From an optimization exercise on the open Yosys and OpenROAD flow, aimed at small area, a short achievable clock period and few clock cycles per item; shortcuts taken in it are not production practice.
Only simulation tests tie the RTL to the original design; equivalence was not proved.
Power is estimated from default activity; no workload was simulated.

## design/flow/design.v

```verilog
module dlink_rx #(
    parameter MAX_PAYLOAD = 4096,
    parameter DEF_W       = 8,
    parameter DEF_H       = 8,
    parameter DEF_FMT     = 0
) (
    input  wire        clk,
    input  wire        rst,
    input  wire        in_valid,
    input  wire [7:0]  in_data,
    output wire        in_ready,
    output reg         fb_we,
    output wire [15:0] fb_addr,
    output reg  [7:0]  fb_wdata,
    output reg  [7:0]  fb_wmask,
    output reg         err_valid,
    output reg  [2:0]  err_code,
    output reg         ntf_params,
    output reg         ntf_frame,
    output reg         ss_enabled,
    output reg  [15:0] ss_width,
    output reg  [15:0] ss_height,
    output reg  [2:0]  ss_fmt,
    output reg  [1:0]  ss_rot,
    output reg  [7:0]  ss_indev,
    output reg  [15:0] drop_count
);
    localparam [2:0] E_LENGTH = 3'd2, E_WINDOW = 3'd3, E_FORMAT = 3'd4,
                     E_SHORT  = 3'd5, E_INIT   = 3'd6, E_POINT  = 3'd7;
    localparam integer S_SEEK = 0, S_HDR = 1, S_PAY = 2, S_EXEC = 3;
    localparam integer X_COL = 0, X_Y   = 1, X_YD  = 2, X_H   = 3, X_LR  = 4,
                       X_PW  = 5, X_INIT = 6, X_ROW = 7, X_CAP = 8, X_LRS = 9,
                       X_FIN = 10, X_CK  = 11;
    localparam [11:0] XN = 12'd0;
    reg        rdy;
    reg        rst_r;          
    reg        vld;            
    reg [7:0]  byte_r;
    reg        spec;           
    reg        lbad, lzero;    
    reg [3:0]  st;
    reg        wrd;            
    reg        have_aa;
    reg [2:0]  hcnt;
    reg        rsc;            
    reg [1:0]  rj;
    reg [1:0]  dpend;          
    reg [7:0]  A [0:7];        
    reg [12:0] rem;
    reg [3:0]  idx;
    reg        c1, c2, c3, c4, c5;    
    reg        cw;             
    reg        fin;            
    reg        win_ok;
    reg        ibad;
    reg        vc, vle, veq;   
    reg        okx, eqx, oky;  
    reg        nzw, nzh;       
    reg [3:0]  vsel;           
    reg [8:0]  vs;             
    reg [3:0]  vk;             
    reg        ex1;            
    reg        pkd;
    reg [1:0]  bsel;
    reg [15:0] stride;
    reg [15:0] wf;             
    reg [15:0] lrs;            
    reg [15:0] nrs;            
    reg [15:0] cursor;
    reg [15:0] col;            
    reg [15:0] wreg;           
    reg [1:0]  phase;          
    reg        wpk;            
    reg [1:0]  wbm1;           
    reg [11:0] xs;
    reg [16:0] T;              
    reg [16:0] m;
    reg [15:0] Q;
    reg        qb;             
    reg        ql;             
    reg        bor;            
    reg        ovf, movf, cinf;
    reg [1:0]  pw;             
    assign fb_addr  = T[15:0];
    assign in_ready = rdy;
    wire [15:0] a_x = {A[1], A[0]};
    wire [15:0] a_y = {A[3], A[2]};
    wire [15:0] a_w = {A[5], A[4]};
    wire [15:0] a_h = {A[7], A[6]};
    wire       i_pkd = (A[4] == 8'd2) || (A[4] == 8'd3);
    wire [1:0] i_b   = (A[4] == 8'd0) ? 2'd2 : (A[4] == 8'd1) ? 2'd3 : 2'd1;
    wire       take    = in_valid && rdy;
    wire       l3_now  = (st[S_HDR]) && (hcnt == 3'd4) && vld;       
    wire       n_l3    = (st[S_HDR]) && (vld ? hcnt == 3'd3 : hcnt == 3'd4);
    wire       n_last  = ((st[S_PAY]) && (vld ? rem == 13'd2 : rem == 13'd1)) ||
                         (l3_now && A[5] == 8'd1 && A[6] == 8'd0) ||
                         ((st[S_EXEC]) && rem == 13'd1);
    wire       n_i7    = (st[S_PAY]) && c4 && (vld ? idx == 4'd6 : idx == 4'd7);
    wire [7:0] l2      = vld ? byte_r : A[7];
    wire       n_lbad  = (in_data != 8'd0) || (l2 != 8'd0) || (A[6] > 8'd16) ||
                         (A[6] == 8'd16 && A[5] != 8'd0);
    wire       n_lzero = (in_data == 8'd0) && (l2 == 8'd0) && (A[6] == 8'd0) && (A[5] == 8'd0);
    wire       n_spec  = n_last || n_i7 || (n_l3 && (n_lbad || n_lzero));
    wire       cons    = vld && !rsc && !lbad;
    wire       proc    = rsc || cons;
    wire [7:0] b       = rsc ? A[{1'b1, rj}] : byte_r;
    wire [7:0]  v_a    = ({8{vsel[0]}} & A[0]) | ({8{vsel[1]}} & A[1]) |
                         ({8{vsel[2]}} & A[2]) | ({8{vsel[3]}} & A[3]);
    wire [7:0]  v_b    = c5 ? {7'd0, vsel[0] | vsel[2]} : byte_r;
    wire [8:0]  v_s    = {1'b0, v_a} + {1'b0, v_b} + {8'd0, (vsel[1] | vsel[3]) & vc};
    wire [7:0]  v_l    = ({8{vk[0]}} & ss_width[7:0])  | ({8{vk[1]}} & ss_width[15:8]) |
                         ({8{vk[2]}} & ss_height[7:0]) | ({8{vk[3]}} & ss_height[15:8]);
    wire        v_lt8  = vs[7:0] < v_l;
    wire        v_eq8  = vs[7:0] == v_l;
    wire        v_lt   = !vs[8] && v_lt8;        
    wire        v_eq   = !vs[8] && v_eq8;
    wire        vok    = okx && oky && nzw && nzh &&
                         (!pkd || c5 || (A[0][2:0] == 3'd0 && (A[4][2:0] == 3'd0 || eqx)));
    wire [18:0] t_wide = {1'b0, T, cinf} + {1'b0, (qb ? m : 17'd0), cinf};
    wire [17:0] t_sum  = t_wide[18:1];
    wire        y_done = (xs[X_Y] && ql) || xs[X_YD];
    wire        go     = (st[S_EXEC]) && !ex1 && vok;
    wire        pix_end  = (phase == 2'd0);
    wire        row_end  = wpk ? (col[15:4] == 12'd0 && !(col[3] && col[2:0] != 3'd0))
                               : (col == 16'd1 && pix_end);
    wire [15:0] nrs_sum  = nrs + stride;
    wire [15:0] nrs_next = (nrs == lrs) ? wf : nrs_sum;
    wire        last    = (rem == 13'd1);
    wire        kill    = (st[S_PAY]) && vld && last && idx < 4'd7 && cw;
    always @(posedge clk) begin
        fb_we      <= 1'b0;
        err_valid  <= 1'b0;
        ntf_params <= 1'b0;
        ntf_frame  <= 1'b0;
        drop_count <= drop_count + {14'd0, dpend};
        dpend      <= 2'd0;
        if (take) begin
            byte_r <= in_data;
            spec   <= n_spec;
            lbad   <= n_l3 && n_lbad;
            lzero  <= n_lzero;
        end
        vld <= take || (vld && !cons);
        vk  <= 4'd0;
        ex1 <= 1'b0;
        if (vk[0] || vk[2]) begin
            vle <= v_lt8 || v_eq8;
            veq <= v_eq8;
        end
        if (vk[1]) begin
            okx <= v_lt || (v_eq && vle);
            eqx <= v_eq && veq;
        end
        if (vk[3])
            oky <= v_lt || (v_eq && vle);
        T    <= t_sum[16:0];
        ovf  <= ovf | t_sum[17] | (qb & movf);
        m    <= {m[15:0], 1'b0};
        movf <= movf | m[16];
        Q    <= {1'b0, Q[15:1]};
        ql   <= (Q[15:2] == 14'd0);
        bor  <= bor & ~Q[0];
        qb   <= Q[1] ^ (bor & ~Q[0]);
        cinf <= 1'b0;
        if (cons && spec)
            rdy <= 1'b1;
        if (rsc) begin
            rj <= rj + 2'd1;
            if (rj == 2'd3) rsc <= 1'b0;
        end
        if (st[S_SEEK] && proc) begin
            if (have_aa && b == 8'h55) begin
                have_aa <= 1'b0;
                hcnt    <= 3'd0;
                st      <= 4'd1 << S_HDR;
            end else if (b == 8'hAA) begin
                dpend   <= {1'b0, have_aa};
                have_aa <= 1'b1;
            end else begin
                dpend   <= have_aa ? 2'd2 : 2'd1;
                have_aa <= 1'b0;
            end
        end
        if (st[S_HDR]) begin
            if (hcnt != 3'd4) begin
                if (proc) begin
                    A[{1'b1, hcnt[1:0]}] <= b;
                    hcnt <= hcnt + 3'd1;
                end
            end else if (vld && lbad) begin
                err_valid <= 1'b1;
                err_code  <= E_LENGTH;
                lbad      <= 1'b0;
                rsc       <= 1'b1;
                rj        <= 2'd0;
                st        <= 4'd1 << S_SEEK;
            end else if (cons) begin
                rem <= {A[6][4:0], A[5]};
                idx <= 4'd0;
                c1  <= (A[4] == 8'h01);
                c2  <= ss_enabled && (A[4] == 8'h02);
                c3  <= ss_enabled && (A[4] == 8'h03);
                c4  <= ss_enabled && (A[4] == 8'h04);
                c5  <= ss_enabled && (A[4] == 8'h05);
                cw  <= ss_enabled && (A[4] == 8'h02 || A[4] == 8'h04 || A[4] == 8'h05);
                wrd <= !lzero && ss_enabled && (A[4] == 8'h03);
                if (lzero) begin
                    st <= 4'd1 << S_SEEK;
                    if (A[4] == 8'h01) begin
                        err_valid <= 1'b1;
                        err_code  <= E_SHORT;
                    end else if (ss_enabled && A[4] == 8'h03) begin
                        ntf_frame <= 1'b1;
                    end else if (ss_enabled && (A[4] == 8'h02 || A[4] == 8'h04 || A[4] == 8'h05)) begin
                        err_valid <= 1'b1;
                        err_code  <= E_SHORT;
                    end
                end else
                    st <= 4'd1 << S_PAY;
            end
        end
        if (st[S_PAY] && vld) begin
            rem <= rem - 13'd1;
            if (!idx[3]) begin
                vsel        <= {vsel[2:0], idx == 4'd3};
                idx         <= idx + 4'd1;
                A[idx[2:0]] <= byte_r;
            end
            if (idx[3:2] == 2'b01) begin
                vs <= v_s;
                vk <= vsel;
                if (!idx[0])
                    vc <= v_s[8];
                if (idx[1])
                    nzh <= (idx[0] && nzh) || v_b != 8'd0;
                else
                    nzw <= (idx[0] && nzw) || v_b != 8'd0;
            end
            if (idx == 4'd2 && cw) begin
                T    <= 17'd0;
                m    <= pkd ? {4'd0, a_x[15:3]} : {1'b0, a_x};
                Q    <= pkd ? 16'd1 : {14'd0, bsel};
                qb   <= pkd || bsel[0];
                ql   <= pkd || bsel == 2'd1;
                bor  <= 1'b0;
                cinf <= 1'b0;
                xs   <= XN | (12'd1 << X_COL);
            end
            if (c4 && idx == 4'd7) begin
                fin <= last;
                ex1 <= 1'b1;
                rdy <= 1'b0;
                st  <= 4'd1 << S_EXEC;
            end else if (last) begin
                st  <= 4'd1 << S_SEEK;
                wrd <= 1'b0;
                if (c1) begin
                    if (idx < 4'd6) begin
                        err_valid <= 1'b1;
                        err_code  <= E_SHORT;
                    end else begin
                        xs  <= XN | (12'd1 << X_INIT);
                        rdy <= 1'b0;
                        st  <= 4'd1 << S_EXEC;
                    end
                end
                if (c2 || c5) begin
                    if (idx < 4'd7) begin
                        err_valid <= 1'b1;
                        err_code  <= E_SHORT;
                    end else begin
                        ex1 <= 1'b1;
                        rdy <= 1'b0;
                        st  <= 4'd1 << S_EXEC;
                    end
                end
                if (c3)
                    ntf_frame <= 1'b1;
                if (c4) begin
                    if (idx < 4'd7) begin
                        err_valid <= 1'b1;
                        err_code  <= E_SHORT;
                    end else if (win_ok)
                        ntf_frame <= 1'b1;
                    else begin
                        err_valid <= 1'b1;
                        err_code  <= E_WINDOW;
                    end
                end
            end
        end
        if (vld && wrd) begin
            fb_we    <= 1'b1;
            T[15:0]  <= cursor;
            fb_wdata <= byte_r;
            fb_wmask <= 8'hFF;
            if (row_end) begin
                cursor <= nrs;
                nrs    <= nrs_next;
                col    <= wreg;
                phase  <= wbm1;
            end else begin
                cursor <= cursor + 16'd1;
                if (pix_end) begin
                    phase <= wbm1;
                    col   <= col - (wpk ? 16'd8 : 16'd1);
                end else
                    phase <= phase - 2'd1;
            end
        end
        if (xs[X_COL] && ql && idx[3:2] != 2'd0) begin
            m  <= {1'b0, stride};
            Q  <= a_y;
            qb <= A[2][0];
            ql <= (a_y[15:1] == 15'd0);
            xs <= XN | (12'd1 << X_Y);
        end
        if (y_done) begin
            xs <= XN | (12'd1 << X_YD);
            if (go) begin
                if (c5) begin
                    fb_we    <= 1'b1;
                    fb_wdata <= pkd ? {8{A[4][0]}} : A[4];
                    fb_wmask <= pkd ? (8'h80 >> A[0][2:0]) : 8'hFF;
                    pw       <= bsel - 2'd1;
                    cinf     <= 1'b1;
                    if (pkd || bsel == 2'd1) begin
                        ntf_frame <= 1'b1;
                        xs        <= XN;
                        rdy       <= 1'b1;
                        st        <= 4'd1 << S_SEEK;
                    end else
                        xs <= XN | (12'd1 << X_PW);
                end else begin
                    wf     <= t_sum[15:0];
                    wreg   <= a_w;
                    m      <= {1'b0, stride};
                    Q      <= a_h;
                    qb     <= ~A[6][0];
                    ql     <= (a_h[15:1] == 15'd0);
                    bor    <= 1'b1;
                    xs     <= XN | (12'd1 << X_H);
                end
            end
        end
        if (xs[X_H])
            nrs <= wf;
        if (xs[X_H] && ql) begin
            lrs    <= t_sum[15:0];
            win_ok <= 1'b1;
            xs     <= XN | (12'd1 << X_LR);
            if (!(c4 && fin))
                rdy <= 1'b1;
        end
        if (xs[X_LR]) begin
            cursor <= wf;
            nrs   <= nrs_next;
            col   <= wreg;
            phase <= wbm1;
            xs    <= XN;
            if (c4 && !fin) begin
                st  <= 4'd1 << S_PAY;
                wrd <= 1'b1;
            end else begin
                st  <= 4'd1 << S_SEEK;
                rdy <= 1'b1;
                if (c4) ntf_frame <= 1'b1;
            end
        end
        if (xs[X_PW]) begin
            fb_we    <= 1'b1;
            fb_wdata <= A[5];
            A[5]     <= A[6];
            pw       <= pw - 2'd1;
            cinf     <= 1'b1;
            if (pw == 2'd1) begin
                ntf_frame <= 1'b1;
                xs        <= XN;
                rdy       <= 1'b1;
                st        <= 4'd1 << S_SEEK;
            end
        end
        if (xs[X_INIT]) begin
            T    <= 17'd0;
            m    <= i_pkd ? {4'd0, a_x[15:3]} : {1'b0, a_x};
            Q    <= i_pkd ? 16'd1 : {14'd0, i_b};
            qb   <= i_pkd || i_b[0];
            ql   <= i_pkd || i_b == 2'd1;
            bor  <= 1'b0;
            cinf <= i_pkd && (a_x[2:0] != 3'd0);
            ovf  <= 1'b0;
            movf <= 1'b0;
            wf   <= 16'd0;
            nrs  <= 16'd0;
            wreg <= a_x;
            xs   <= XN | (12'd1 << X_ROW);
            if (A[4] > 8'd4) begin
                err_valid  <= 1'b1;
                err_code   <= E_FORMAT;
                ss_enabled <= 1'b0;
                ntf_params <= 1'b1;
                xs         <= XN;
                rdy        <= 1'b1;
                st         <= 4'd1 << S_SEEK;
            end else if (A[5] > 8'd3 || a_x == 16'd0 || a_y == 16'd0) begin
                err_valid  <= 1'b1;
                err_code   <= E_INIT;
                ss_enabled <= 1'b0;
                ntf_params <= 1'b1;
                xs         <= XN;
                rdy        <= 1'b1;
                st         <= 4'd1 << S_SEEK;
            end
        end
        if (xs[X_ROW] && ql) begin
            stride <= t_sum[15:0];
            T      <= 17'd0;
            m      <= t_sum[16:0];
            movf   <= t_sum[17];
            Q      <= a_y;
            qb     <= A[2][0];
            ql     <= (a_y[15:1] == 15'd0);
            xs     <= XN | (12'd1 << X_CAP);
        end
        if (xs[X_CAP] && ql)
            xs <= XN | (12'd1 << X_CK);
        if (xs[X_CK]) begin
            ibad <= ovf || (T[16] && T[15:0] != 16'd0);
            T    <= 17'd0;
            m    <= {1'b0, stride};
            Q    <= a_y;
            qb   <= ~A[2][0];
            ql   <= (a_y[15:1] == 15'd0);
            bor  <= 1'b1;
            xs   <= XN | (12'd1 << X_LRS);
        end
        if (xs[X_LRS] && ql) begin
            lrs <= t_sum[15:0];
            xs  <= XN | (12'd1 << X_FIN);
        end
        if (xs[X_FIN]) begin
            ntf_params <= 1'b1;
            xs         <= XN;
            rdy        <= 1'b1;
            st         <= 4'd1 << S_SEEK;
            if (ibad) begin
                err_valid  <= 1'b1;
                err_code   <= E_INIT;
                ss_enabled <= 1'b0;
            end else begin
                ss_enabled <= 1'b1;
                ss_width   <= a_x;
                ss_height  <= a_y;
                ss_fmt     <= A[4][2:0];
                pkd        <= i_pkd;
                bsel       <= i_b;
                wpk        <= i_pkd;
                wbm1       <= i_b - 2'd1;
                ss_rot     <= A[5][1:0];
                ss_indev   <= A[6];
                cursor     <= 16'd0;
                nrs        <= nrs_next;
                col        <= wreg;
                phase      <= i_b - 2'd1;
            end
        end
        if (kill)
            xs <= XN;
        if (st[S_EXEC] && !ex1 && !vok && !c1) begin
            xs     <= XN;
            win_ok <= 1'b0;
            rdy    <= 1'b1;
            if (c4 && !fin)
                st <= 4'd1 << S_PAY;
            else begin
                st        <= 4'd1 << S_SEEK;
                err_valid <= 1'b1;
                err_code  <= c5 ? E_POINT : E_WINDOW;
            end
        end
        if (take && n_spec)
            rdy <= 1'b0;
        rst_r <= rst;
        if (rst_r) begin
            st         <= 4'd1 << S_SEEK;
            wrd        <= 1'b0;
            rdy        <= 1'b1;
            vld        <= 1'b0;
            have_aa    <= 1'b0;
            hcnt       <= 3'd0;
            rsc        <= 1'b0;
            dpend      <= 2'd0;
            xs         <= XN;
            ss_enabled <= 1'b0;
            ss_width   <= DEF_W;
            ss_height  <= DEF_H;
            ss_fmt     <= DEF_FMT;
            pkd        <= 1'b0;
            bsel       <= 2'd2;
            ss_rot     <= 2'd0;
            ss_indev   <= 8'd0;
            drop_count <= 16'd0;
            fb_we      <= 1'b0;
            err_valid  <= 1'b0;
            ntf_params <= 1'b0;
            ntf_frame  <= 1'b0;
        end
        if (rst) begin
            rdy        <= 1'b0;
            fb_we      <= 1'b0;
            err_valid  <= 1'b0;
            ntf_params <= 1'b0;
            ntf_frame  <= 1'b0;
        end
    end
endmodule
```

## design/flow/flow/run.sh

```bash
#!/bin/bash
# Layout: the standard ORFS flow, with the port buffers made of
# sky130_fd_sc_hd__buf_2 cells instead of the default choice.
# Each tool's output goes to its own log file in this folder (ORFS also keeps
# its per-step logs under orfs/logs/).
set -euo pipefail
bash standard.sh BUFFER_PORTS_ARGS="-buffer_cell sky130_fd_sc_hd__buf_2" finish > orfs_make.log 2>&1
```

## design/flow/standard.sh

```bash
#!/bin/bash
# synth_recipe.tcl (not shown) runs the flow's synth.tcl, then flattens the netlist and writes it again
# the make line also repeats each setting of config.mk as NAME=value (left out here)
make -C /OpenROAD-flow-scripts/flow DESIGN_CONFIG=/design/flow/config.mk WORK_HOME=/design/flow/orfs CLKGATE_MAP_FILE= SYNTH_SCRIPT=/design/flow/synth_recipe.tcl "${@:-finish}"
```

## design/flow/config.mk

```make
export PLATFORM = sky130hd
export DESIGN_NAME = dlink_rx
export DESIGN_NICKNAME = dlink_rx
export VERILOG_FILES = /design/flow/design.v
export SDC_FILE = /design/flow/constraint.sdc
export NUM_CORES = 4
export LEC_CHECK = 0
export CAP_MARGIN = 20
export CORE_MARGIN = 2
export CORE_UTILIZATION = 40
export SLEW_MARGIN = 20
```

## design/flow/constraint.sdc

```tcl
create_clock -name core_clock -period 12.0 [get_ports {clk}]
set_input_delay 2.4000 -clock core_clock [delete_from_list [all_inputs] [get_ports {clk}]]
set_output_delay 2.4000 -clock core_clock [all_outputs]
set_load 0.01 [all_outputs]
```

==> summary.md, run 1 <==
| Metric | Value |
|---|---|
| Clk Latency, worst-skew pair | `600 ps` |
| Fmax | `0.269 GHz` |
| PortBufs | `~110` |
| Routed WL | `between 70,000 and 80,000 um` |
| Post-synth top flop | `dfxtp_1` |
| Final setup violating endpoints | `0` |
| Die Area | `between 0.05 and 0.06 mm2` |
| Avg Cell Area, Syn | `~9.1 um2` |
| Largest delay share family, worst path | `flip-flops` |
| Num CTS Buffers | `47` |
| Crit-path cells | `buf_2` |
| Levels on crit path | `1` |
| Drt initial violations | `2,169` |
| Flop pwr share | `between 40 and 50%` |
| Post-CTS Setup Bufs | `0` |
| Area growth, synth to finish | `12.2%` |
| Synth warn | `1` |
| Crit path from | `ss_enabled` |
| Largest net degree at the start of global routing | `79` |
| Clk network pwr share | `between 50% and 60%` |
| CP Capture Type | `output pin` |
| Global-route wire length before repair | `roughly 110,000 um` |
| Worst slew pin tran | `about 1100 ps` |
| PnR worst setup slack | `roughly 8300 ps` |
| Slowest-stage cell, CP | `dfxtp_1` |
| Mapped cell area | `0.0217 mm2` |
| Number of synthesized flops with an enable pin | `approximately 170` |
| Worst path max stage delay | `around 520 ps` |
| M2 GR Usage | `about two fifths` |
| Met1 Use GR | `35.0%` |
| Flop2flop setup slack | `around 8300 ps` |
| Share of layout cells above drive strength 1 | `12.0%` |
| Yosys cell types | `91` |
| Pleak | `around 0.0092 uW` |
| DRC viols | `0` |
| CTS Sinks | `419` |
| Final Max Slew Viols | `0` |
| Vias | `~19,000` |
| Sequential share of the synthesized area | `a little under half` |
| Post-CTS sizing | `0` |
| Most frequent cells in the layout | `nand2_1, dfxtp_1, a21oi_1` |
| WP buf/inv | `1` |
| Via density | `a little over 6` |
| CTS tree | `built` |
| Synthesized flop and latch total | `roughly 420` |
| CP max FO | `7` |
| Final TNS setup | `0 ps` |
| Worst Hold Class | `reg -> reg` |
| Mean routed wirelength per cell | `around 23 um` |
| Die Y | `between 200 and 250 um` |
| Origin of the critical flop-to-flop path | `qb` |
| Reg2Reg Depth | `10` |
| Reg clk slew, reported paths | `approximately 70 ps` |
| Syn nets | `~2,500` |
| Worst vdd ir | `around 94 uV` |
| CP Class | `reg -> out` |
| Power Density | `129 mW/mm2` |
| Final Critical Period | `3710 ps` |
| Cell Int Power | `2480 uW` |
| CTS H-tree lvls | `2` |
| Slew headroom | `between 20% and 30%` |
| CP required | `9600 ps` |
| Fin nets | `2,495` |
| Grt ovf | `0` |
| Row count | `85` |
| Die width | `about 240 um` |
| Setup WS pre-CTS | `between 7000 and 8000 ps` |
| Number of global-route vias before repair | `between 15,000 and 20,000` |
| GPL Wtd Cong | `0.911` |
| Worst setup path end | `ss_enabled` |
| GRT busiest layer | `met2` |
| Outcome | `finished clean` |
| Initial Util | `approximately two fifths` |
| Ports | `approximately 110` |
| Initial antenna violation count | `0` |
| Placed inst area | `about 0.023 mm2` |
| Total core area | `approximately 0.054 mm2` |
| Startpoint Class | `register` |
| Cells after Synth | `approximately 2,400` |
| Final period utilization | `about 31%` |
| Post-DP HPWL | `~51,000 um` |
| Clock buffer depth | `3` |
| Antenna cell count | `0` |
| Combinational cell fraction of total power | `around 2.2%` |
| Commonest non-fill, non-tap cell in the layout | `nand2_1` |
| Met3 GRT Util | `a little over 4%` |
| Maxcap violations | `0` |
| Psw | `around 670 uW` |
| GRT Total Usage | `around a quarter` |
| Fin. Hold Viols | `0` |
| Fin area | `around 0.024 mm2` |
| Pre-antenna DRT Iters | `5` |
| Post-CTS Hold Buffers | `0` |
| Clock Skews | `between 20 and 25 ps` |
| Worst r2r dst | `m[16]` |
| RSZ-0062 raised after global routing | `false` |
| CP arrival | `around 1300 ps` |
| Clk root buf | `clkbuf_16` |
| Fraction of registers with async set/reset | `0%` |
| Detail Route Antenna Nets | `0` |
| Switching Share | `21.4%` |
metal layers:
layer	up-vias	routed length [um]
met1	9364	31700
met4	0	2020
met5	-	0
met3	131	5610
met2	790	33700
li1	8761	-
Yosys cell counts (14+ instances only):
library cell  number  area [um2]
nand2_1          350        1310
dfxtp_1          250        5000
a21oi_1          231        1160
nor2_1           178         668
edfxtp_1         169        5070
o21ai_0          140         701
clkbuf_1         109         409
ha_1              66         826
nand3_1           58         290
nor3_1            55         275
inv_1             49         184
a211oi_1          42         315
xnor2_1           41         359
a22oi_1           39         293
xor2_1            37         324
mux2_2            33         372
mux2i_1           33         330
and3_1            32         200
nor4_1            30         188
and2_1            28         175
a31oi_1           27         169
buf_1             23        86.3
nand2b_1          21         131
o22ai_1           21         131
nor2b_1           19         119
or3_1             19         119
buf_2             18        90.1
buf_4             18         135
o31ai_1           18         135
a21o_1            15         113
a221oi_1          15         131
nand4_1           15        93.8
o221ai_1          14         123
cell families (layout without fill, tap and decap cells):
| kind of cell | Yosys count | after routing | share of synthesized area, % |
|---|---|---|---|
| and+or+nand+nor | 863 | 863 | 18.7 |
| buffers and inverters | 222 | 282 | 4.28 |
| AOI/OAI and AO/OA | 664 | 664 | 19.1 |
| adders and majority gates | 71 | 71 | 4.26 |
| DFF | 419 | 419 | 46.4 |
| muxes | 75 | 75 | 4.12 |
| xor gates and xnor gates | 78 | 78 | 3.14 |
sequential cells by signal (all words and copies together), names as in the netlist, 16 cells and up:
register,count
drop_count,16
ss_width,16
nrs,16
Q,16
lrs,16
cursor,16
ss_height,16
stride,16
wreg,16
wf,16
col,16
A,64
m,17
T,17
through the flow:
step	power (uW)	util, %	hold WS (ps)	instances
final	3150	45.3	444	3148
after global routing	3230	45.3	475	3148
after CTS	3160	45.3	450	3148
after detailed placement	1600	42.2	437	3060
after global placement	1590	42.2	430	3060
after floorplan	1570	-	418	2392
cell type report:
type	count	area, um2
timing repair buffer	141	778
sequential	419	10100
clock buffer	65	1330
multi-input combinational	1751	10800
inverter	53	199
clock inverter	23	360
fill	5168	29400
tap	696	871
how the worst min path moves through the flow:
stage           startpoint     endpoint  slack [ps]  depth (start not counted)
3_5_place_dp      wreg[10]      col[10]         440                          2
3_3_place_gp       wreg[6]       col[6]         430                          2
5_1_grt        ss_indev[1]  ss_indev[1]         480                          2
4_1_cts            wreg[4]       col[4]         450                          2
6_report           wreg[4]       col[4]         440                          2
2_1_floorplan     wreg[10]      col[10]         420                          2
power groups by stage:
stage / clock [uW] / combinational, uW / sequential (uW)
floorplan: 0 / 50.0 / 1520
global placement: 0 / 65.7 / 1530
detailed placement: 0 / 67.1 / 1530
CTS: 1600 / 67.5 / 1500
global route: 1660 / 74.6 / 1500
finish: 1580 / 68.9 / 1500
Testbench counts, summed over its fixed seeds: cycles 115,338, bytes 112,114.
==> run 2: changes to the inputs <==
--- a/design/flow/config.mk
+++ b/design/flow/config.mk
@@ -8,4 +8,6 @@
 export CAP_MARGIN = 20
 export CORE_MARGIN = 2
 export CORE_UTILIZATION = 40
+export CTS_CLUSTER_DIAMETER = 85
+export CTS_CLUSTER_SIZE = 36
 export SLEW_MARGIN = 20
==> summary.md, run 2 <==
| Metric | Value |
|---|---|
| Via density | `a little over 6` |
| Fmax | `0.267 GHz` |
| Hold Path Stages | `2` |
| Top reg by flops | `A` |
| Fin nets | `~2,500` |
| Yosys top cell by area | `edfxtp_1` |
| Largest registers | `A x64, T x17, m x17` |
| Fin. Hold Viols | `0` |
| Final Max Slew Viols | `0` |
| Worst Hold Class | `reg -> reg` |
| Fin area | `0.0238 mm2` |
| Reg2Reg Depth | `10` |
| Vias | `around 19,000` |
| PortBufs | `112` |
| Initial Util | `~40%` |
| Cells after Synth | `roughly 2,400` |
| Ranking of synthesized cells by area | `edfxtp_1, dfxtp_1, nand2_1, a21oi_1, ha_1` |
| Worst slew pin tran | `~1100 ps` |
| Min-Delay Startpoint | `wreg[5]` |
| DRC viols | `0` |
| Total core area | `approximately 0.054 mm2` |
| WP buf/inv | `1` |
| GPL Wtd Cong | `~0.91` |
| Pleak | `between 0.008 and 0.009 uW` |
| Global-route wire length before repair | `between 100,000 and 150,000 um` |
| Post-CTS Hold Buffers | `0` |
| Commonest non-fill, non-tap cell in the layout | `nand2_1` |
| End of the worst hold path | `col[5]` |
| Sequential share of the synthesized area | `between 40% and 50%` |
| Flop2flop setup slack | `around 8300 ps` |
| Most frequent cells in the layout | `nand2_1, dfxtp_1, a21oi_1` |
| Crit-path cells | `buf_2` |
| Reg clk slew, reported paths | `90 ps` |
| Maxcap violations | `0` |
| Grt ovf | `0` |
| Ports | `around 110` |
| Worst path max stage delay | `540 ps` |
| Placed inst area | `roughly 0.023 mm2` |
| Num CTS Buffers | `27` |
| Area growth, synth to finish | `9.38%` |
| Detail Route Antenna Nets | `0` |
| Clock buffer depth | `3` |
| Synthesized flop and latch total | `approximately 420` |
| Power Density | `~110 mW/mm2` |
| CP Capture Type | `output pin` |
| GRT Total Usage | `approximately a quarter` |
| Routed WL | `~72,000 um` |
| Crit path from | `ss_enabled` |
| Design Power | `roughly 2700 uW` |
| CTS H-tree lvls | `1` |
| Clk root buf | `clkbuf_16` |
| Slew headroom | `24.1%` |
| CTS Sinks | `419` |
| CTS tree | `built` |
| Fillers | `between 5,000 and 6,000` |
| Post-synth top flop | `dfxtp_1` |
| Levels on crit path | `1` |
| CP required | `between 9000 and 10,000 ps` |
| Final Critical Period | `approximately 3700 ps` |
| Initial antenna violation count | `0` |
| RSZ-0062 raised after global routing | `false` |
| Final setup violating endpoints | `0` |
| Largest delay share family, worst path | `flip-flops` |
| Worst vdd ir | `approximately 110 uV` |
| Avg Cell Area, Syn | `9.09 um2` |
| Clock Skews | `39.6 ps` |
| Final hold slack | `about 450 ps` |
| CP Class | `reg -> out` |
| Drt initial violations | `about 2,100` |
| Synth warn | `1` |
| Clk Latency, worst-skew pair | `about 620 ps` |
| Commonest cells post-synth | `nand2_1, dfxtp_1, a21oi_1` |
| Row count | `85` |
| CP max FO | `7` |
| Yosys cell types | `91` |
| Slowest-stage cell, CP | `dfxtp_1` |
| Largest net degree at the start of global routing | `79` |
| Mean routed wirelength per cell | `23.2 um` |
| Final TNS setup | `0 ps` |
| Die width | `about 240 um` |
| Post-DP HPWL | `approximately 51,000 um` |
| Final period utilization | `31.2%` |
| Origin of the critical flop-to-flop path | `qb` |
| Fraction of registers with async set/reset | `0%` |
| Post-CTS Setup Bufs | `0` |
| Post-CTS sizing | `0` |
| Max reg flops | `64` |
| Outcome | `finished clean` |
| Number of global-route vias before repair | `between 15,000 and 20,000` |
| Worst r2r dst | `m[16]` |
| Pre-antenna DRT Iters | `6` |
| Die Area | `0.0562 mm2` |
| Mapped cell area | `around 0.022 mm2` |
| Number of synthesized flops with an enable pin | `around 170` |
| Share of layout cells above drive strength 1 | `between 10 and 15%` |
| Syn nets | `between 2,000 and 2,500` |
| Count leader, synth | `nand2_1` |
| Startpoint Class | `register` |
| Top cell type's share of synthesized area | `23.3%` |
| Die Y | `roughly 240 um` |
| CP arrival | `roughly 1300 ps` |
## run 2: cell type report
class,instances,area [um2],share of cell area [%]
clock inverters,22,378,1.59
well taps,696,871,3.66
repair buffers,141,778,3.27
flip-flops and latches,419,10100,42.4
diodes,1,2.50,0.0105
clock buffers,28,689,2.90
multi-input cells,1751,10800,45.3
inverters,53,199,0.837
## run 2: logic make-up after synthesis
group	count (synthesis)	share of synthesized area, %
xor gates and xnor gates	78	3.14
adders and majority gates	71	4.26
and+or+nand+nor	863	18.7
DFF	419	46.4
muxes	75	4.12
AOI/OAI and AO/OA	664	19.1
buffers and inverters	222	4.28
## run 2: worst max-delay path by stage
stage	endpoint	slack, ps
finish	ss_enabled	8260
global route	m[16]	8110
CTS	ss_enabled	8240
detailed placement	rdy	7880
global placement	rdy	7910
floorplan	rdy	8350
## run 2: report_power, final
part	switching, uW	total, uW	internal, uW
sequential	12.6	1500	1480
combinational	43.6	68.5	24.8
clock	611	1140	532
## run 2: metrics by stage
step	util, %	instances	setup slack (ps)
finish	44.2	3111	8260
global route	44.2	3110	8110
CTS	44.2	3110	8240
detailed placement	42.2	3060	7880
global placement	42.2	3060	7910
floorplan	-	2392	8350
## run 2: layer usage
metal | share of wire (%) | vias to the layer above | wire [um] | GRT usage [%]
met2 | 46 | 764 | 33300 | 40.1
li1 | - | 8714 | - | -
met3 | 7.8 | 132 | 5640 | 3.82
met5 | 0 | - | 0 | 0
met4 | 2.8 | 0 | 2020 | 7.19
met1 | 43 | 9301 | 31400 | 34.7
==> run 3: changes to the inputs <==
--- a/design/flow/config.mk
+++ b/design/flow/config.mk
@@ -8,6 +8,6 @@
 export CAP_MARGIN = 20
 export CORE_MARGIN = 2
 export CORE_UTILIZATION = 40
-export CTS_CLUSTER_DIAMETER = 85
-export CTS_CLUSTER_SIZE = 36
+export CTS_CLUSTER_DIAMETER = 75
+export CTS_CLUSTER_SIZE = 30
 export SLEW_MARGIN = 20
==> summary.md, run 3 <==
| Metric | Value |
|---|---|
| Final TNS setup | `0 ps` |
| Die width | `between 200 and 250 um` |
| Placed inst area | `0.0227 mm2` |
| Fin util | `44.2%` |
| Count leader, synth | `nand2_1` |
| Setup WS pre-CTS | `just under 8000 ps` |
| Pleak | `roughly 0.0089 uW` |
| PnR worst setup slack | `between 8000 and 9000 ps` |
| Reg clk slew, reported paths | `roughly 100 ps` |
| Crit-path cells | `buf_2` |
| Drt initial violations | `roughly 2,000` |
| Row count | `85` |
| Power Density | `about 110 mW/mm2` |
| Final Max Slew Viols | `0` |
| Yosys top cell by area | `edfxtp_1` |
| Worst Hold Class | `reg -> reg` |
| Post-synthesis mux area share | `under 10%` |
| Fin. Hold Viols | `0` |
| Uppermost layer routed | `met4` |
| Post-CTS Hold Buffers | `0` |
| Synthesized flop and latch total | `between 400 and 500` |
| Largest net degree at the start of global routing | `between 70 and 80` |
| Post-Synth Adder-Cell Area | `under 10%` |
| Ranking of synthesized cells by area | `edfxtp_1, dfxtp_1, nand2_1, a21oi_1, ha_1` |
| Post-synthesis xor/xnor area fraction | `3.14%` |
| Largest family of logic cells by synthesized area | `compound AO/OA/AOI/OAI gates` |
| Initial antenna violation count | `0` |
| Design Power | `about 2700 uW` |
| Fmax | `about 0.27 GHz` |
| Vias | `18,900` |
| CP required | `9600 ps` |
| Die Y | `237 um` |
| Fillers | `approximately 5,300` |
| Commonest non-fill, non-tap cell in the layout | `nand2_1` |
| Detail Route Antenna Nets | `0` |
| Clk Latency, worst-skew pair | `630 ps` |
| Compound-Gate Fraction of Synth Area | `19.1%` |
| Largest registers | `A x64, T x17, m x17` |
| WL met2 | `between 30,000 and 40,000 um` |
| GPL Wtd Cong | `a little over 0.9` |
| CP arrival | `roughly 1400 ps` |
| Commonest cells post-synth | `nand2_1, dfxtp_1, a21oi_1` |
| Fin area | `between 0.02 and 0.025 mm2` |
| GRT Total Usage | `24.8%` |
| Routed WL | `72,200 um` |
| CTS tree | `built` |
| WL met1 | `roughly 32,000 um` |
| Fraction of registers with async set/reset | `0%` |
| Ports | `between 100 and 150` |
| DRC viols | `0` |
| Routed wl met3 | `~5600 um` |
| Fin nets | `between 2,000 and 2,500` |
| Worst path max stage delay | `around 550 ps` |
| Slowest-stage cell, CP | `dfxtp_1` |
| Post-CTS Setup Bufs | `0` |
| Cells after Synth | `2,392` |
| Number of global-route vias before repair | `roughly 17,000` |
| Max reg flops | `between 60 and 70` |
| Pre-antenna DRT Iters | `7` |
| Number of synthesized flops with an enable pin | `169` |
| Clock buffer depth | `3` |
| Worst slew pin tran | `roughly 1100 ps` |
| Die Area | `approximately 0.056 mm2` |
| Synth warn | `1` |
| Num CTS Buffers | `29` |
| Post-synth top flop | `dfxtp_1` |
| Final setup violating endpoints | `0` |
| Grt ovf | `0` |
| Yosys cell types | `91` |
| Worst vdd ir | `roughly 100 uV` |
| Syn nets | `2,474` |
| Sequential share of the synthesized area | `46.4%` |
| Area growth, synth to finish | `9.36%` |
| Clk root buf | `clkbuf_16` |
| Top cell type's share of synthesized area | `a little under a quarter` |
| Outcome | `finished clean` |
| Top reg by flops | `A` |
| Most frequent cells in the layout | `nand2_1, dfxtp_1, a21oi_1` |
| Maxcap violations | `0` |
| Initial Util | `40.4%` |
| WP buf/inv | `1` |
| CP Capture Type | `output pin` |
| Via density | `a little over 6` |
| Avg Cell Area, Syn | `around 9.1 um2` |
| Startpoint Class | `register` |
| Post-CTS sizing | `0` |
| CTS H-tree lvls | `1` |
| Final Critical Period | `roughly 3700 ps` |
| Clock Skews | `between 40 and 50 ps` |
| Post-DP HPWL | `just over 50,000 um` |
| Largest delay share family, worst path | `flip-flops` |
| PortBufs | `between 100 and 150` |
| CP max FO | `7` |
| RSZ-0062 raised after global routing | `false` |
| Global-route wire length before repair | `roughly 110,000 um` |
| Slew headroom | `between 20% and 30%` |
| Post-Synth Simple-Gate Area | `18.7%` |
| Mapped cell area | `~0.022 mm2` |
| CP Class | `reg -> out` |
| CTS Sinks | `419` |
| Share of layout cells above drive strength 1 | `11.3%` |
| Mean routed wirelength per cell | `roughly 23 um` |
| Final period utilization | `around 31%` |
| Total core area | `approximately 0.054 mm2` |
[run 3: logic make-up after synthesis]
group           Yosys count
mux                      75
buf+inv                 222
flops                   419
compound gates          664
xor+xnor                 78
simple gates            863
fa+ha+maj                71
[run 3: final cells by class]
| class | count | area, um2 | area share (%) |
|---|---|---|---|
| diodes | 1 | 2.50 | 0.0105 |
| well taps | 696 | 871 | 3.66 |
| multi-input cells | 1751 | 10800 | 45.3 |
| clock buffers | 31 | 733 | 3.08 |
| repair buffers | 141 | 778 | 3.27 |
| inverters | 53 | 199 | 0.837 |
| flip-flops and latches | 419 | 10100 | 42.4 |
| clock inverters | 23 | 330 | 1.39 |
[run 3: final timing paths]
| kind | slack, ps | depth (start not counted) | startpoint | to |
|---|---|---|---|---|
| worst min register to register | 440 | 2 | wreg[5] | col[5] |
| worst min-delay path | 440 | 2 | wreg[5] | col[5] |
| worst max register to register | 8350 | 10 | qb | m[16] |
| worst max-delay path | 8250 | 1 | ss_enabled | ss_enabled |
[run 3: per-stage QoR]
stage	cells	hold slack (ps)
2_1_floorplan	2392	418
3_3_place_gp	3060	430
3_5_place_dp	3060	437
4_1_cts	3114	448
5_1_grt	3114	481
6_report	3115	441
[run 3: report_power, final]
part / total (uW) / internal, uW / switching [uW]
Sequential: 1500 / 1480 / 12.5
Clock: 1130 / 527 / 600
Combinational: 68.4 / 24.9 / 43.5
Total: 2690 / 2030 / 656
[run 3: per-layer routing]
layer  GRT usage (%)  up-vias
met3            4.10      126
met2            39.8      801
met1            34.6     9263
met4            7.19        0
met5               0        -
li1                -     8715
[run 3: worst min-delay path, cell delays in order, from the launching register on]
cell and delay [ps]:
edfxtp_1 330, nand2_1 40, o21ai_0 50
==> run 4: changes to the inputs <==
==> design/flow/run.sh (new file) <==
#!/bin/bash
# synth_recipe.tcl (not shown) runs the flow's synth.tcl, then flattens the netlist and writes it again
# the make line also repeats each setting of config.mk as NAME=value (left out here)
make -C /OpenROAD-flow-scripts/flow DESIGN_CONFIG=/design/flow/config.mk WORK_HOME=/design/flow/orfs CLKGATE_MAP_FILE= SYNTH_SCRIPT=/design/flow/synth_recipe.tcl finish
--- a/design/flow/config.mk
+++ b/design/flow/config.mk
@@ -8,6 +8,4 @@
 export CAP_MARGIN = 20
 export CORE_MARGIN = 2
 export CORE_UTILIZATION = 40
-export CTS_CLUSTER_DIAMETER = 75
-export CTS_CLUSTER_SIZE = 30
 export SLEW_MARGIN = 20
removed: design/flow/flow/run.sh
removed: design/flow/standard.sh
==> summary.md, run 4 <==
| Metric | Value |
|---|---|
| Outcome | `finished clean` |
| Fraction of registers with async set/reset | `0%` |
| Row count | `85` |
| Largest delay share family, worst path | `buffers and inverters` |
| Avg Cell Area, Syn | `a little over 9 um2` |
| CTS Sinks | `419` |
| Pleak | `0.00898 uW` |
| Grt ovf | `0` |
| Slew headroom | `about a third` |
| Top cell type's share of synthesized area | `23.3%` |
| Fin nets | `approximately 2,500` |
| Final setup violating endpoints | `0` |
| Worst slew pin tran | `~1000 ps` |
| Commonest non-fill, non-tap cell in the layout | `nand2_1` |
| Initial Util | `between 40% and 50%` |
| CTS tree | `built` |
| Count leader, synth | `nand2_1` |
| Pre-antenna DRT Iters | `5` |
| Routed WL | `roughly 73,000 um` |
| Synthesized flop and latch total | `between 400 and 500` |
| CP required | `9600 ps` |
| Worst vdd ir | `between 100 and 150 uV` |
| Worst path max stage delay | `between 600 and 700 ps` |
| WP buf/inv | `1` |
| Area growth, synth to finish | `14.3%` |
| GRT Total Usage | `approximately a quarter` |
| Cells after Synth | `roughly 2,400` |
| Ranking of synthesized cells by area | `edfxtp_1, dfxtp_1, nand2_1, a21oi_1, ha_1` |
| Post-DP HPWL | `just over 50,000 um` |
| Top reg by flops | `A` |
| Global-route wire length before repair | `~110,000 um` |
| Placed inst area | `0.0233 mm2` |
| Commonest cells post-synth | `nand2_1, dfxtp_1, a21oi_1` |
| Maxcap violations | `0` |
| Share of layout cells above drive strength 1 | `7.35%` |
| Syn nets | `~2,500` |
| Number of global-route vias before repair | `18,100` |
| Antenna cell count | `0` |
| Drt initial violations | `1,865` |
| Largest registers | `A x64, T x17, m x17` |
| Post-synth top flop | `dfxtp_1` |
| PortBufs | `between 100 and 150` |
| Power Density | `approximately 120 mW/mm2` |
| GRT busiest layer | `met2` |
| Final period utilization | `34.0%` |
| Initial antenna violation count | `3` |
| Largest net degree at the start of global routing | `between 70 and 80` |
| CP Class | `reg -> out` |
| Met1 Use GR | `33.8%` |
| Final Max Slew Viols | `0` |
| Met3 GRT Util | `5.04%` |
| Slowest-stage cell, CP | `clkdlybuf4s50_1` |
| CP arrival | `~1700 ps` |
| Yosys cell types | `slightly above 90` |
| Flop2flop setup slack | `8220 ps` |
| Post-CTS Hold Buffers | `0` |
| CTS H-tree lvls | `2` |
| Total core area | `between 0.05 and 0.06 mm2` |
| Reg clk slew, reported paths | `around 60 ps` |
| Ports | `around 110` |
| Crit-path cells | `clkdlybuf4s50_1` |
| Fin. Hold Viols | `0` |
| Synth warn | `1` |
| Final TNS setup | `0 ps` |
| Clock buffer depth | `3` |
| Clk root buf | `clkbuf_16` |
| Via density | `6.02` |
| Number of synthesized flops with an enable pin | `between 150 and 200` |
| CP max FO | `7` |
| Num CTS Buffers | `46` |
| CP Capture Type | `output pin` |
| Vias | `18,900` |
| Mapped cell area | `around 0.022 mm2` |
| Detail Route Antenna Nets | `0` |
| Startpoint Class | `register` |
| GPL Wtd Cong | `~0.9` |
| Die Y | `around 240 um` |
| Post-CTS Setup Bufs | `0` |
| Max reg flops | `64` |
| M2 GR Usage | `40.1%` |
| Mean routed wirelength per cell | `23.1 um` |
| Clk Latency, worst-skew pair | `~590 ps` |
| DRC viols | `0` |
| Fin area | `0.0248 mm2` |
| Die Area | `about 0.056 mm2` |
| Fmax | `0.245 GHz` |
| Clock Skews | `23.8 ps` |
| RSZ-0062 raised after global routing | `false` |
| Final Critical Period | `4080 ps` |
| Yosys top cell by area | `edfxtp_1` |
| Worst Hold Class | `reg -> reg` |
| Die width | `237 um` |
| Most frequent cells in the layout | `nand2_1, dfxtp_1, a21oi_1` |
| Sequential share of the synthesized area | `a little under half` |
| Post-CTS sizing | `0` |
==> run 4: cell counts after synthesis <==
No cell type changed its count.
==> run 4: metal layers <==
layer	wire length [um]	vias to the layer above
met5	0	-
met4	2910	0
met3	6130	158
met2	32900	802
met1	30800	9212
li1	-	8775
==> run 4: area by class of cell <==
cell class	count	area (um2)
Clock buffer	63	1310
Fill cell	5166	29000
Clock inverter	23	268
Timing Repair Buffer	140	1330
Tap cell	696	871
Sequential cell	419	10100
Inverter	53	199
Multi-Input combinational cell	1751	10800
==> run 4: kinds of logic after synthesis <==
family / count (synthesis) / synth area share [%]
buffers and inverters: 222 / 4.28
flip-flops: 419 / 46.4
AO/OA/AOI/OAI: 664 / 19.1
AND/OR/NAND/NOR: 863 / 18.7
XOR/XNOR: 78 / 3.14
multiplexers: 75 / 4.12
adder cells (fa/ha/maj): 71 / 4.26
==> run 4: power breakdown <==
part           total [uW]  switching [uW]  internal (uW)
logic                74.9            44.0           30.9
registers            1500            12.8           1480
clock network        1490             612            873
==> run 4: final timing paths <==
kind                                  from    endpoint  cells after the start
worst max register to register     A[0][0]       m[11]                      8
worst min-delay path               wreg[6]      col[6]                      2
worst min register to register     wreg[6]      col[6]                      2
worst max-delay path            ss_enabled  ss_enabled                      1
==> run 4: through the flow <==
| stage | util (%) | hold slack (ps) | setup slack (ps) | std cells | power, uW |
|---|---|---|---|---|---|
| after floorplan | - | 418 | 8350 | 2392 | 1570 |
| after global placement | 43.2 | 436 | 7600 | 3059 | 1600 |
| after detailed placement | 43.2 | 437 | 7450 | 3059 | 1600 |
| after CTS | 46.1 | 449 | 7910 | 3145 | 3080 |
| after global routing | 46.2 | 477 | 7880 | 3145 | 3140 |
| final | 46.2 | 451 | 7920 | 3145 | 3060 |

[port drivers added, routing unchanged]
How much do the figures lean on ideal ports? The routed layouts below were timed once more, with nothing changed but the port constraints.
Step 1, drivers: a clkbuf_16 drives clk and a buf_2 each remaining input, both assumed.
Step 2, shift: input delay + t, output delay - t, t = (earliest + latest rising clock arrival at the registers) / 2. This alone moves slack from input paths to output paths.
Three values: no drivers, after step 1, after step 2; two values: the first two.
run | shift t [ns] | setup slack, ns | worst setup path at the end | clock arrival spread, ns | pins driven straight from the clock port
run 1 | 0.657 | 8.287 / 8.222 / 7.869 | input to register | 0.021 / 0.021 | 1
run 2 | 0.666 | 8.256 / 8.191 / 7.855 | input to register | 0.039 / 0.040 | 1
run 3 | 0.673 | 8.254 / 8.188 / 7.920 | input to register | 0.043 / 0.043 | 1
run 4 | 0.643 | 7.920 / 7.859 / 7.419 | input to register | 0.024 / 0.024 | 1
After both steps setup and hold are still met in every run listed. For run 4, which loses most, drivers alone change the setup slack by -0.061 ns; drivers and shift together by -0.501 ns.
